This design comes from an exercise in tuning for small area on the open sky130 flow, not from production work. The RTL was checked by simulation tests, not by an equivalence proof against the original design. The clock port is modelled as an ideal driver; clocking choices that lean on that would not hold on a real chip. Power is estimated from default activity; no workload was simulated.

== job 4478 ==
==> module ws_core, before the edit <==
module ws_core (
    input  wire       clk,
    input  wire       rst,           
    input  wire [2:0] pins,          
    input  wire       adc_eoc,
    input  wire [7:0] adc_drl,
    input  wire [7:0] adc_drh,
    output reg        adc_ch,
    output reg        adc_en,
    output wire       adc_start,
    input  wire       exec,          
    input  wire [2:0] cmd,           
    input  wire       cur_clr,       
    input  wire       cur_adv,       
    input  wire [2:0] bitidx,        
    output wire       txbit,
    output wire       host_ready
);
    localparam [1:0] M_FF    = 2'd0;
    localparam [1:0] M_SMALL = 2'd1;
    localparam [1:0] M_AA    = 2'd2;
    localparam [1:0] M_DATA  = 2'd3;
    localparam [13:0] T_INIT = 14'h00b7;
    localparam [13:0] T_PARK = 14'h00f6;
    localparam [13:0] T_MASK = 14'h2abf;
    reg  [2:0]  sync1, sync2, port, snap;
    reg         data_ready;
    reg  [13:0] timer;
    reg  [1:0]  start_seq;
    reg  [15:0] rain, wind;
    reg  [9:0]  uv, dir;
    reg         reset_code;
    reg  [1:0]  mode;
    reg  [7:0]  t0, t1, t2, t3, t5, t7;
    reg  [1:0]  t4, t6;
    reg  [3:0]  cursor;
    wire c1 = exec && cmd == 3'd1;
    wire c2 = exec && cmd == 3'd2;
    wire c3 = exec && cmd == 3'd3;
    wire c4 = exec && cmd == 3'd4;
    wire c5 = exec && cmd == 3'd5;
    wire rtc_fall  = snap[0] && !port[0];
    wire rain_rise = !snap[1] && port[1];
    wire wind_rise = !snap[2] && port[2];
    wire cs     = c2 || rtc_fall;                  
    wire expire = !data_ready && ((timer & T_MASK) == 14'd0);
    wire en_i   = cs || adc_en;
    wire ch_i   = !cs && adc_ch;
    wire done   = adc_eoc && en_i;
    wire [9:0] adc_value = {adc_drh[1:0], adc_drl};
    wire snap_en = c3 && data_ready;
    wire rain_keep = !(rst || c5);
    wire wind_keep = !cs;
    wire rain_inc  = rain_rise && !rst;
    wire wind_inc  = wind_rise && (cs || !data_ready);
    reg  [15:0] n_rain, n_wind;
    reg         rc, wc;
    integer     i;
    always @* begin
        rc = rain_inc;
        wc = wind_inc;
        for (i = 0; i < 16; i = i + 1) begin
            n_rain[i] = (rain[i] ^ rc) && rain_keep;
            n_wind[i] = (wind[i] ^ wc) && wind_keep;
            rc = rc && rain[i];
            wc = wc && wind[i];
        end
        n_rain[0] = (rain[0] && rain_keep) ^ rain_inc;
        n_wind[0] = (wind[0] && wind_keep) ^ wind_inc;
    end
    always @(posedge clk) begin
        sync1 <= pins;
        sync2 <= sync1;
        port  <= sync2;
        snap  <= rst ? sync2 : port;
    end
    always @(posedge clk) begin
        timer <= rst ? T_PARK : cs ? T_INIT : {timer[12:0], timer[13] ^ timer[12]};
        wind  <= n_wind;
        rain  <= n_rain;
        if (snap_en) begin
            t0[7:1] <= rain[15:9];
            t1 <= rain[7:0];
            t2 <= wind[15:8];
            t3 <= wind[7:0];
            t4 <= dir[9:8];
            t5 <= dir[7:0];
            t6 <= uv[9:8];
            t7 <= uv[7:0];
        end
        if (snap_en)
            t0[0] <= rain[8];
        else if (c1)
            t0[0] <= reset_code;
        else if (c4)
            t0[0] <= data_ready;
        if (cur_clr)
            cursor <= 4'd0;
        else if (cur_adv && !cursor[3])
            cursor <= cursor + 4'd1;
    end
    always @(posedge clk) begin
        if (rst) begin
            data_ready <= 1'b0;
            start_seq  <= 2'd0;
            adc_ch     <= 1'b0;
            adc_en     <= 1'b0;
            uv         <= 10'd0;
            dir        <= 10'd0;
            reset_code <= 1'b1;
            mode       <= M_FF;
        end else begin
            if (cs)
                data_ready <= 1'b0;
            else if (expire)
                data_ready <= 1'b1;
            adc_ch <= done || ch_i;
            adc_en <= done ? !ch_i : en_i;
            if (cs || (done && !ch_i))
                start_seq <= 2'd3;
            else if (start_seq != 2'd0)
                start_seq <= start_seq - 2'd1;
            if (done && !ch_i)
                uv <= adc_value;
            if (done && ch_i)
                dir <= adc_value;
            if (c1)
                reset_code <= 1'b0;
            if (exec)
                mode <= c3 ? (data_ready ? M_DATA : M_AA) :
                        (c1 || c4) ? M_SMALL : M_FF;
        end
    end
    reg [7:0] dbyte;
    always @* begin
        case (cursor[2:0])
            3'd0: dbyte = t0;
            3'd1: dbyte = t1;
            3'd2: dbyte = t2;
            3'd3: dbyte = t3;
            3'd4: dbyte = {6'd0, t4};
            3'd5: dbyte = t5;
            3'd6: dbyte = {6'd0, t6};
            default: dbyte = t7;
        endcase
    end
    reg tb;
    always @* begin
        if (cursor[3])
            tb = 1'b1;
        else case (mode)
            M_DATA:  tb = dbyte[bitidx];
            M_AA:    tb = bitidx[0];
            M_SMALL: tb = (cursor[2:0] == 3'd0) ? (bitidx == 3'd0 && t0[0]) : 1'b1;
            default: tb = 1'b1;
        endcase
    end
    assign txbit = tb;
    assign adc_start  = start_seq[0];
    assign host_ready = data_ready;
endmodule
==> flow/config.mk <==
export PLATFORM = sky130hd
export DESIGN_NAME = ws_i2c
export DESIGN_NICKNAME = ws_i2c
export VERILOG_FILES = /design/flow/design.v
export SDC_FILE = /design/flow/constraint.sdc
export NUM_CORES = 4
export LEC_CHECK = 0
export CAP_MARGIN = 20
export CORE_MARGIN = 2
export CORE_UTILIZATION = 40
export SLEW_MARGIN = 20
==> flow/constraint.sdc <==
create_clock -name core_clock -period 10.0 [get_ports {clk}]
set_input_delay 2.0000 -clock core_clock [delete_from_list [all_inputs] [get_ports {clk}]]
set_output_delay 2.0000 -clock core_clock [all_outputs]
set_load 0.01 [all_outputs]
standard.sh (not shown) runs the stock make flow with config.mk's settings and CLKGATE_MAP_FILE= SYNTH_SCRIPT=/design/flow/synth_recipe.tcl, a recipe that flattens the netlist after the stock synthesis.
==> flow/flow/run.sh <==
#!/bin/bash
# Standard layout, with the port buffers as buf_1, a clock tree without dummy loads, and
# clock buffers made smaller after CTS where the flip-flops' clock slew stays low.
set -euo pipefail
export BUFFER_PORTS_ARGS="-buffer_cell sky130_fd_sc_hd__buf_1"
export CTS_ARGS="-sink_clustering_enable -repair_clock_nets -dont_use_dummy_load -buf_list sky130_fd_sc_hd__clkbuf_8 -sink_clustering_size 30 -sink_clustering_max_diameter 80"
export POST_CTS_TCL="$PWD/flow/downsize.tcl"
export MY_CTS_SLEW_PS=108
bash standard.sh > standard.log 2>&1
==> flow/flow/downsize.tcl <==
# Downsize clock buffers where the flip-flop clock pins' slew stays under a limit.
set ds_limit [expr {[info exists ::env(MY_CTS_SLEW_PS)] ? $::env(MY_CTS_SLEW_PS) : 110}]
proc ds_worst {} {
  set w 0
  foreach pin [all_registers -clock_pins -edge_triggered] {
    foreach e {rise fall} { foreach a {min max} {
      set s [get_property $pin slew_${a}_$e]
      set w [expr {max($w, [sta::time_ui_sta $s] * 1e12)}]
    } }
  }
  return $w
}
estimate_parasitics -placement
puts "downsize: worst clock pin slew [ds_worst] ps before"
foreach size {4 2} {
  foreach inst [get_cells -quiet clkbuf_*] {
    set m [get_property $inst ref_name]
    if {![regexp {clkbuf_(\d+)$} $m -> cur] || $cur <= $size} { continue }
    replace_cell $inst sky130_fd_sc_hd__clkbuf_$size
    set w [ds_worst]
    if {$w > $ds_limit} {
      replace_cell $inst $m
    } else {
      puts "downsize: [get_name $inst] $m -> clkbuf_$size ($w ps)"
    }
  }
}
puts "downsize: worst clock pin slew [ds_worst] ps after"
Input changes introduced in job 8287 (baseline for comparison: job 4478):
--- a/flow/design.v
+++ b/flow/design.v
@@ -22,8 +22,7 @@
     localparam [1:0] M_DATA  = 2'd3;
     localparam [13:0] T_INIT = 14'h00b7;
-    localparam [13:0] T_PARK = 14'h00f6;
     localparam [13:0] T_MASK = 14'h2abf;
     reg  [2:0]  sync1, sync2, port, snap;
-    reg         data_ready;
+    reg         data_ready, running;
     reg  [13:0] timer;
     reg  [1:0]  start_seq;
@@ -44,5 +43,5 @@
     wire wind_rise = !snap[2] && port[2];
     wire cs     = c2 || rtc_fall;                  
-    wire expire = !data_ready && ((timer & T_MASK) == 14'd0);
+    wire expire = running && ((timer & T_MASK) == 14'd0);
     wire en_i   = cs || adc_en;
     wire ch_i   = !cs && adc_ch;
@@ -53,5 +52,5 @@
     wire wind_keep = !cs;
     wire rain_inc  = rain_rise && !rst;
-    wire wind_inc  = wind_rise && (cs || !data_ready);
+    wire wind_inc  = wind_rise && (cs || running);
     reg  [15:0] n_rain, n_wind;
     reg         rc, wc;
@@ -76,5 +75,5 @@
     end
     always @(posedge clk) begin
-        timer <= rst ? T_PARK : cs ? T_INIT : {timer[12:0], timer[13] ^ timer[12]};
+        timer <= cs ? T_INIT : {timer[12:0], timer[13] ^ timer[12]};
         wind  <= n_wind;
         rain  <= n_rain;
@@ -103,4 +102,5 @@
         if (rst) begin
             data_ready <= 1'b0;
+            running    <= 1'b0;
             start_seq  <= 2'd0;
             adc_ch     <= 1'b0;
@@ -111,8 +111,11 @@
             mode       <= M_FF;
         end else begin
-            if (cs)
+            if (cs) begin
                 data_ready <= 1'b0;
-            else if (expire)
+                running    <= 1'b1;
+            end else if (expire) begin
                 data_ready <= 1'b1;
+                running    <= 1'b0;
+            end
             adc_ch <= done || ch_i;
             adc_en <= done ? !ch_i : en_i;
Results
- Looking at instance count of the mapped netlist, job 8287 sits below job 4478.
- Per the comparison of job 8287 with job 4478, die span in x rose 0.48%; met2 wire length fell 5.3%; initial core utilization rose 0.25 points; fraction of final layout cells sized beyond drive strength 1 rose 0.58 points.
- Slew at the pin closest to its max-slew limit, job 4478 and job 8287: higher on job 8287
- Sum of routed wire length over all layers was higher in job 4478 than in job 8287.
- Fraction of the core area covered by cells at the end of the flow delta (job 4478 -> job 8287): insignificant


Another version of the RTL of ws_i2c (not shown whole).
Size in the first run: roughly 590 cells after synthesis, ~0.0065 sq mm of cells after synthesis.
==> module ws_core, before the edit <==
module ws_core (
    input  wire       clk,
    input  wire       rst,           
    input  wire [2:0] pins,          
    input  wire       adc_eoc,
    input  wire [7:0] adc_drl,
    input  wire [7:0] adc_drh,
    output reg        adc_ch,
    output reg        adc_en,
    output wire       adc_start,
    input  wire       exec,          
    input  wire [2:0] cmd,           
    input  wire       cur_clr,       
    input  wire       cur_adv,       
    input  wire [2:0] bitidx,        
    output wire       txbit,
    output wire       host_ready
);
    localparam [1:0] M_FF    = 2'd0;
    localparam [1:0] M_SMALL = 2'd1;
    localparam [1:0] M_AA    = 2'd2;
    localparam [1:0] M_DATA  = 2'd3;
    localparam [13:0] T_INIT = 14'h00b7;
    localparam [13:0] T_MASK = 14'h2abf;
    reg  [2:0]  sync1, sync2, port, snap;
    reg         data_ready, running;
    reg  [13:0] timer;
    reg  [1:0]  start_seq;
    reg  [15:0] rain, wind;
    reg  [9:0]  uv, dir;
    reg         reset_code;
    reg  [1:0]  mode;
    reg  [7:0]  t0, t1, t2, t3, t5, t7;
    reg  [1:0]  t4, t6;
    reg  [3:0]  cursor;
    wire c1 = exec && cmd == 3'd1;
    wire c2 = exec && cmd == 3'd2;
    wire c3 = exec && cmd == 3'd3;
    wire c4 = exec && cmd == 3'd4;
    wire c5 = exec && cmd == 3'd5;
    wire rtc_fall  = snap[0] && !port[0];
    wire rain_rise = !snap[1] && port[1];
    wire wind_rise = !snap[2] && port[2];
    wire cs     = c2 || rtc_fall;                  
    wire expire = running && ((timer & T_MASK) == 14'd0);
    wire en_i   = cs || adc_en;
    wire ch_i   = !cs && adc_ch;
    wire done   = adc_eoc && en_i;
    wire [9:0] adc_value = {adc_drh[1:0], adc_drl};
    wire snap_en = c3 && data_ready;
    always @(posedge clk) begin
        sync1 <= pins;
        sync2 <= sync1;
        port  <= sync2;
        snap  <= rst ? sync2 : port;
    end
    always @(posedge clk) begin
        timer <= cs ? T_INIT : {timer[12:0], timer[13] ^ timer[12]};
        wind  <= (cs ? 16'd0 : wind) + {15'd0, wind_rise && (cs || running)};
        if (snap_en) begin
            t0[7:1] <= rain[15:9];
            t1 <= rain[7:0];
            t2 <= wind[15:8];
            t3 <= wind[7:0];
            t4 <= dir[9:8];
            t5 <= dir[7:0];
            t6 <= uv[9:8];
            t7 <= uv[7:0];
        end
        if (snap_en)
            t0[0] <= rain[8];
        else if (c1)
            t0[0] <= reset_code;
        else if (c4)
            t0[0] <= data_ready;
        if (cur_clr)
            cursor <= 4'd0;
        else if (cur_adv && !cursor[3])
            cursor <= cursor + 4'd1;
    end
    always @(posedge clk) begin
        if (rst) begin
            data_ready <= 1'b0;
            running    <= 1'b0;
            start_seq  <= 2'd0;
            adc_ch     <= 1'b0;
            adc_en     <= 1'b0;
            rain       <= 16'd0;
            uv         <= 10'd0;
            dir        <= 10'd0;
            reset_code <= 1'b1;
            mode       <= M_FF;
        end else begin
            if (cs) begin
                data_ready <= 1'b0;
                running    <= 1'b1;
            end else if (expire) begin
                data_ready <= 1'b1;
                running    <= 1'b0;
            end
            adc_ch <= done || ch_i;
            adc_en <= done ? !ch_i : en_i;
            if (cs || (done && !ch_i))
                start_seq <= 2'd3;
            else if (start_seq != 2'd0)
                start_seq <= start_seq - 2'd1;
            if (done && !ch_i)
                uv <= adc_value;
            if (done && ch_i)
                dir <= adc_value;
            rain <= (c5 ? 16'd0 : rain) + {15'd0, rain_rise};
            if (c1)
                reset_code <= 1'b0;
            if (exec)
                mode <= c3 ? (data_ready ? M_DATA : M_AA) :
                        (c1 || c4) ? M_SMALL : M_FF;
        end
    end
    reg [7:0] dbyte;
    always @* begin
        case (cursor[2:0])
            3'd0: dbyte = t0;
            3'd1: dbyte = t1;
            3'd2: dbyte = t2;
            3'd3: dbyte = t3;
            3'd4: dbyte = {6'd0, t4};
            3'd5: dbyte = t5;
            3'd6: dbyte = {6'd0, t6};
            default: dbyte = t7;
        endcase
    end
    reg tb;
    always @* begin
        if (cursor[3])
            tb = 1'b1;
        else case (mode)
            M_DATA:  tb = dbyte[bitidx];
            M_AA:    tb = bitidx[0];
            M_SMALL: tb = (cursor[2:0] == 3'd0) ? (bitidx == 3'd0 && t0[0]) : 1'b1;
            default: tb = 1'b1;
        endcase
    end
    assign txbit = tb;
    assign adc_start  = start_seq[0];
    assign host_ready = data_ready;
endmodule
Settings: LEC_CHECK=0, CAP_MARGIN=20, CORE_MARGIN=2, CORE_UTILIZATION=40, SLEW_MARGIN=20; clock period 10.0 ns.
==> flow/flow/run.sh <==
#!/bin/bash
# Standard layout, with the port buffers as buf_1 and a clock tree without dummy loads.
set -euo pipefail
export BUFFER_PORTS_ARGS="-buffer_cell sky130_fd_sc_hd__buf_1"
export CTS_ARGS="-sink_clustering_enable -repair_clock_nets -dont_use_dummy_load -buf_list sky130_fd_sc_hd__clkbuf_8 -sink_clustering_size 30 -sink_clustering_max_diameter 80"
bash standard.sh > standard.log 2>&1
Change:
--- a/flow/design.v
+++ b/flow/design.v
@@ -45,21 +45,41 @@
     wire expire = running && ((timer & T_MASK) == 14'd0);
     wire en_i   = cs || adc_en;
     wire ch_i   = !cs && adc_ch;
     wire done   = adc_eoc && en_i;
     wire [9:0] adc_value = {adc_drh[1:0], adc_drl};
     wire snap_en = c3 && data_ready;
+    wire rain_keep = !(rst || c5);
+    wire wind_keep = !cs;
+    wire rain_inc  = rain_rise && !rst;
+    wire wind_inc  = wind_rise && (cs || running);
+    reg  [15:0] n_rain, n_wind;
+    reg         rc, wc;
+    integer     i;
+    always @* begin
+        rc = rain_inc;
+        wc = wind_inc;
+        for (i = 0; i < 16; i = i + 1) begin
+            n_rain[i] = (rain[i] ^ rc) && rain_keep;
+            n_wind[i] = (wind[i] ^ wc) && wind_keep;
+            rc = rc && rain[i];
+            wc = wc && wind[i];
+        end
+        n_rain[0] = (rain[0] && rain_keep) ^ rain_inc;
+        n_wind[0] = (wind[0] && wind_keep) ^ wind_inc;
+    end
     always @(posedge clk) begin
         sync1 <= pins;
         sync2 <= sync1;
         port  <= sync2;
         snap  <= rst ? sync2 : port;
     end
     always @(posedge clk) begin
         timer <= cs ? T_INIT : {timer[12:0], timer[13] ^ timer[12]};
-        wind  <= (cs ? 16'd0 : wind) + {15'd0, wind_rise && (cs || running)};
+        wind  <= n_wind;
+        rain  <= n_rain;
         if (snap_en) begin
             t0[7:1] <= rain[15:9];
             t1 <= rain[7:0];
             t2 <= wind[15:8];
             t3 <= wind[7:0];
             t4 <= dir[9:8];
@@ -82,13 +102,12 @@
         if (rst) begin
             data_ready <= 1'b0;
             running    <= 1'b0;
             start_seq  <= 2'd0;
             adc_ch     <= 1'b0;
             adc_en     <= 1'b0;
-            rain       <= 16'd0;
             uv         <= 10'd0;
             dir        <= 10'd0;
             reset_code <= 1'b1;
             mode       <= M_FF;
         end else begin
             if (cs) begin
@@ -105,13 +124,12 @@
             else if (start_seq != 2'd0)
                 start_seq <= start_seq - 2'd1;
             if (done && !ch_i)
                 uv <= adc_value;
             if (done && ch_i)
                 dir <= adc_value;
-            rain <= (c5 ? 16'd0 : rain) + {15'd0, rain_rise};
             if (c1)
                 reset_code <= 1'b0;
             if (exec)
                 mode <= c3 ? (data_ready ? M_DATA : M_AA) :
                         (c1 || c4) ? M_SMALL : M_FF;
         end
Effect: The new run finished clean. Clock-buffer cell count does not change. Flip-flop and latch count is unchanged. Clock power fell by about 1%. Synthesized area fell by 1.5%. First-iteration DRC count rose by 13%. Via count fell by 7.4%. Total power rose by 2.7%. Clock skew fell by 0.0070 ns. Maximum frequency fell by 7.3%. Sequential power rose by about 0.8%. Worst hold slack gets worse by 0.0040 ns. Routed wire length fell by 7.1%. Non-clock buffer count rose by 2. Global-route usage fell by 0.15 points.

separate check: timing with driven ports:
In the flow no input, the clock included, has a driving cell. The finished layouts below were timed again as built, in two steps.
Step 1: set_driving_cell puts a clkbuf_16 on clk and a buf_2 on each other input, an assumption about the parent block.
Step 2 also shifts input and output timing later by t, the mid clock arrival at the registers, as if the neighbouring blocks saw the same clock.
Three values: ideal, step 1, step 2; two values: the first two.
run | t (ns) | setup slack, ns | hold slack, ns | clock arrival spread, ns | cell pins on the clock port's net
job 4478 | 0.731 | 4.245 / 4.213 / 4.196 | 0.330 / 0.330 / 0.330 | 0.037 / 0.038 | 1
job 8287 | 0.750 | 4.144 / 4.111 / 3.978 | 0.334 / 0.334 / 0.334 | 0.039 / 0.038 | 1
the first run of note 2 | 0.474 | 4.847 / 4.810 / 5.284 | 0.334 / 0.334 / 0.334 | 0.036 / 0.036 | 1
the second run of note 2 | 0.486 | 4.442 / 4.444 / 3.965 | 0.330 / 0.330 / 0.330 | 0.027 / 0.027 | 1
After both steps setup and hold are still met in every run listed. The setup slack of the second run of note 2, which loses most, moves by +0.002 ns with the drivers and by -0.477 ns with both steps.
